Background: an optimization exercise with open tools, aiming at small area, a short achievable clock period and few clock cycles. Do not read the settings as production practice. At most, simulation tests tie the RTL to the original design; equivalence was not proved. No activity file was given, so power comes from the tool's default toggle rates.

== JK ==
## lep_crc16
module lep_crc16 (
    input  wire        clk,
    input  wire        rst,
    input  wire        host_req,
    input  wire        host_we,
    input  wire [11:0] host_addr,
    input  wire [31:0] host_wdata,
    output wire [31:0] host_rdata,
    output wire        host_ready,
    output wire        mem_re,
    output wire        mem_we,
    output wire [9:0]  mem_addr,
    output reg  [3:0]  mem_be,
    output wire [31:0] mem_wdata,
    input  wire [31:0] mem_rdata
);
Size in the first run: about 2800 cells after synthesis, roughly 330 flip-flops, ~0.024 mm² of cells after synthesis.
Settings: LEC_CHECK=0, CAP_MARGIN=20, CORE_MARGIN=2, CORE_UTILIZATION=40, PLACE_DENSITY=0.6, SETUP_SLACK_MARGIN=3.4, SLEW_MARGIN=20; clock period 8.0 ns.
run.sh (not shown) runs the stock make flow with config.mk's settings and CLKGATE_MAP_FILE= SYNTH_SCRIPT=/design/flow/synth_recipe.tcl, a recipe that flattens the netlist after the stock synthesis.
Testbench counts of JK, summed over its fixed seeds: cycles 71,064.
Here is what was changed in the inputs of MS compared with JK.
-- flow/design.v --
<<< JK, line 342
        rv1 <= rd_now;
        if (rv1) prev <= mem_rdata[31:8];
        if (rst)
            rd_ptr <= 10'd0;
        else if (s_idle)
            rd_ptr <= cmd_write ? rd_ptr + 10'd1 : src_wr ? host_wdata[11:2] : src_addr[11:2];
        else if (done)
>>> MS, line 342
        rv1 <= rd_now;
        if (rv1) prev <= mem_rdata[31:8];
        if (s_idle)
            rd_ptr <= cmd_write ? rd_ptr + 10'd1 : src_wr ? host_wdata[11:2] : src_addr[11:2];
        else if (done)
Findings:
- Looking only at non-clock buffer count, and setting everything else aside, the lower value of JK and MS goes to JK.
- MS has cell count after placement below what JK had.
- Capturing element of the worst setup path = f_fits: MS; capturing element of the worst setup path = host_rdata[11]: JK
- Via count for MS is higher than for JK.
- MS vs. JK: relative area of clock buffers and inverters in the final design saw a decrease; area after synthesis saw little to no change; combinational group share of total power saw an increase.
- When the final numbers for JK and MS were put side by side, the total of fill cells in the finished design turned out to be smaller in MS.
Testbench counts of MS, summed over its fixed seeds: cycles 71,064.

========
## old
lep_crc16, a different RTL version from the one above (not shown whole).
For scale: roughly 350 flip-flops, ~160 I/O pins, roughly 25000 um2 of cells after synthesis.
export LEC_CHECK = 0
export CAP_MARGIN = 20
export CORE_MARGIN = 2
export CORE_UTILIZATION = 55
export CTS_BUF_LIST = sky130_fd_sc_hd__clkbuf_4 sky130_fd_sc_hd__clkbuf_8
export PLACE_DENSITY = 0.65
export SETUP_SLACK_MARGIN = 3.4
export SLEW_MARGIN = 20
create_clock -name core_clock -period 8.0 [get_ports {clk}]
diff inputs: old => new
-- flow/design.v --
<<< old, line 206
    wire       idle      = s_idle;
    wire       cmd_write = host_req && host_we && (reg_idx == R_CMD);
    reg        rsv;
    wire       addr_hz = (host_addr[11:6] == 6'd0);
    reg [31:0] rd_lo;
    always @(*) begin
>>> new, line 206
    wire       idle      = s_idle;
    wire       cmd_write = host_req && host_we && (reg_idx == R_CMD);
    reg [31:0] rd_lo;
    always @(*) begin
<<< old, line 224
        endcase
    end
    assign host_rdata = rd_lo & {32{!rsv}};
    wire [2:0] d_op     = host_wdata[2:0];
    wire       d_known  = (host_wdata[7:3] == 5'd0);
>>> new, line 222
        endcase
    end
    assign host_rdata = rd_lo & {32{host_addr[11:6] == 6'd0}};
    wire [2:0] d_op     = host_wdata[2:0];
    wire       d_known  = (host_wdata[7:3] == 5'd0);
<<< old, line 241
    wire        cap_lt2 = (dst_cap[31:1] == 31'd0);
    wire        empty   = (src_len == 32'd0);
    function [12:0] dnp_len(input [12:0] n);
        dnp_len = n + {3'd0, n[12:4], 1'b0} + {11'd0, (n[3:0] != 4'd0), 1'b0};
    endfunction
    reg  [12:0] dnp_m;
    wire        dnp_fits = (dnp_m <= dst_cap[12:0]);
    wire [3:0] d_err = !d_known ? E_NOT_SUPP : (d_badbit || d_badvar) ? E_INV_ARG : E_OK;
>>> new, line 239
    wire        cap_lt2 = (dst_cap[31:1] == 31'd0);
    wire        empty   = (src_len == 32'd0);
    wire [12:0] dnp_m    = src_len[12:0] + {3'd0, src_len[12:4], 1'b0} +
                           {11'd0, (src_len[3:0] != 4'd0), 1'b0};
    wire        dnp_fits = (dnp_m <= dst_cap[12:0]);
    wire [3:0] d_err = !d_known ? E_NOT_SUPP : (d_badbit || d_badvar) ? E_INV_ARG : E_OK;
<<< old, line 316
    end
    wire [3:0]  psum     = {2'b00, pp} + {1'b0, ki};
    wire        wcomp    = (kw == 3'd4) || ((pp == 2'd3) && (kw != 3'd0)) ||
                           ((pp == 2'd2) && (kw >= 3'd2)) || ((pp == 2'd1) && (kw == 3'd3));
    wire        complete = crcph ? pp[1] : wcomp;
    wire [31:0] merged   = {rot[31:24],
>>> new, line 312
    end
    wire [3:0]  psum     = {2'b00, pp} + {1'b0, ki};
    wire        wcomp    = ({2'b00, pp} + {1'b0, kw}) >= 4'd4;
    wire        complete = crcph ? pp[1] : wcomp;
    wire [31:0] merged   = {rot[31:24],
<<< old, line 342
                      (fin_item && (pp == 2'd2)));
    wire done      = done_exec || done_run;
    assign host_ready = done || (s_idle && (host_we ? (reg_idx != R_CMD) : (addr_hz || rsv)));
    wire src_wr = s_idle && host_req && host_we && (reg_idx == R_SRC_ADDR);
    always @(posedge clk) begin
        rv1 <= rd_now;
        if (rv1) prev <= mem_rdata[31:8];
        rsv <= !rst && s_idle && host_req && !host_we && !addr_hz && !rsv;
        if (rst)
            rd_ptr <= 10'd0;
>>> new, line 337
                      (fin_item && (pp == 2'd2)));
    wire done      = done_exec || done_run;
    assign host_ready = (s_idle && !cmd_write) || done;
    wire src_wr = s_idle && host_req && host_we && (reg_idx == R_SRC_ADDR);
    always @(posedge clk) begin
        rv1 <= rd_now;
        if (rv1) prev <= mem_rdata[31:8];
        if (rst)
            rd_ptr <= 10'd0;
<<< old, line 369
            crc_var    <= 2'd0;
            crc_c      <= 16'hFFFF;
            dnp_m      <= 13'd0;
            crcph      <= 1'b0;
            flush      <= 1'b0;
>>> new, line 363
            crc_var    <= 2'd0;
            crc_c      <= 16'hFFFF;
            crcph      <= 1'b0;
            flush      <= 1'b0;
<<< old, line 377
                    R_CTRL:      ctrl     <= host_wdata[1:0];
                    R_SRC_ADDR:  src_addr <= host_wdata;
                    R_SRC_LEN:   begin
                                     src_len  <= host_wdata;
                                     dnp_m    <= dnp_len(host_wdata[12:0]);
                                 end
                    R_DST_ADDR:  dst_addr <= host_wdata;
                    R_DST_CAP:   dst_cap  <= host_wdata;
>>> new, line 370
                    R_CTRL:      ctrl     <= host_wdata[1:0];
                    R_SRC_ADDR:  src_addr <= host_wdata;
                    R_SRC_LEN:   src_len  <= host_wdata;
                    R_DST_ADDR:  dst_addr <= host_wdata;
                    R_DST_CAP:   dst_cap  <= host_wdata;
### Flow results
In new the fraction of final layout cells with drive strength greater than 1 turned out 1.2 points higher than in old.
Die size: new is under old
Looking only at clock period minus worst slack, and setting everything else aside, the lower value of new and old goes to new.
| share of synthesized flip-flops with an asynchronous set or reset | new vs old | ≈ equal |
Comparing new and old, the lower period utilization is on new.
Sort new and old by starting density of the core, descending, and old comes first.
Diff new and old: post-route standard cell area excluding fillers higher in old
Re overall power: new is 0.00080 W down on old.
Testbench counts of new, summed over its fixed seeds: cycles 71,064.
The RTL of old was laid out without a check of its function.

## re-timing with driven ports
How much do the figures lean on ideal ports? The routed layouts below were timed once more, with nothing changed but the port constraints. Step 1 sets driving cells, clkbuf_16 on the clock port and buf_2 on the other inputs (assumed; they add their load-dependent delay and slew). Step 2 adds t to the input delays and takes it off the output delays; t is the mean of the earliest and latest rising clock arrival at the registers after step 1. Input paths then give back, and output paths get back, about the clock's delay inside the block. Three values: ideal, step 1, step 2; two values: the first two.
run	t (ns)	slack for setup (ns)	hold slack, ns
JK	0.635	3.127 / 3.096 / 3.026	0.474 / 0.474 / 0.474
MS	0.637	3.364 / 3.256 / 3.006	0.470 / 0.470 / 0.470
old	0.716	3.181 / 3.087 / 2.833	0.475 / 0.475 / 0.475
new	0.697	3.232 / 3.201 / 3.000	0.474 / 0.474 / 0.474
After both steps every run listed still meets setup and hold. The setup slack of MS, which loses most, moves by -0.108 ns with the drivers and by -0.358 ns with both steps.
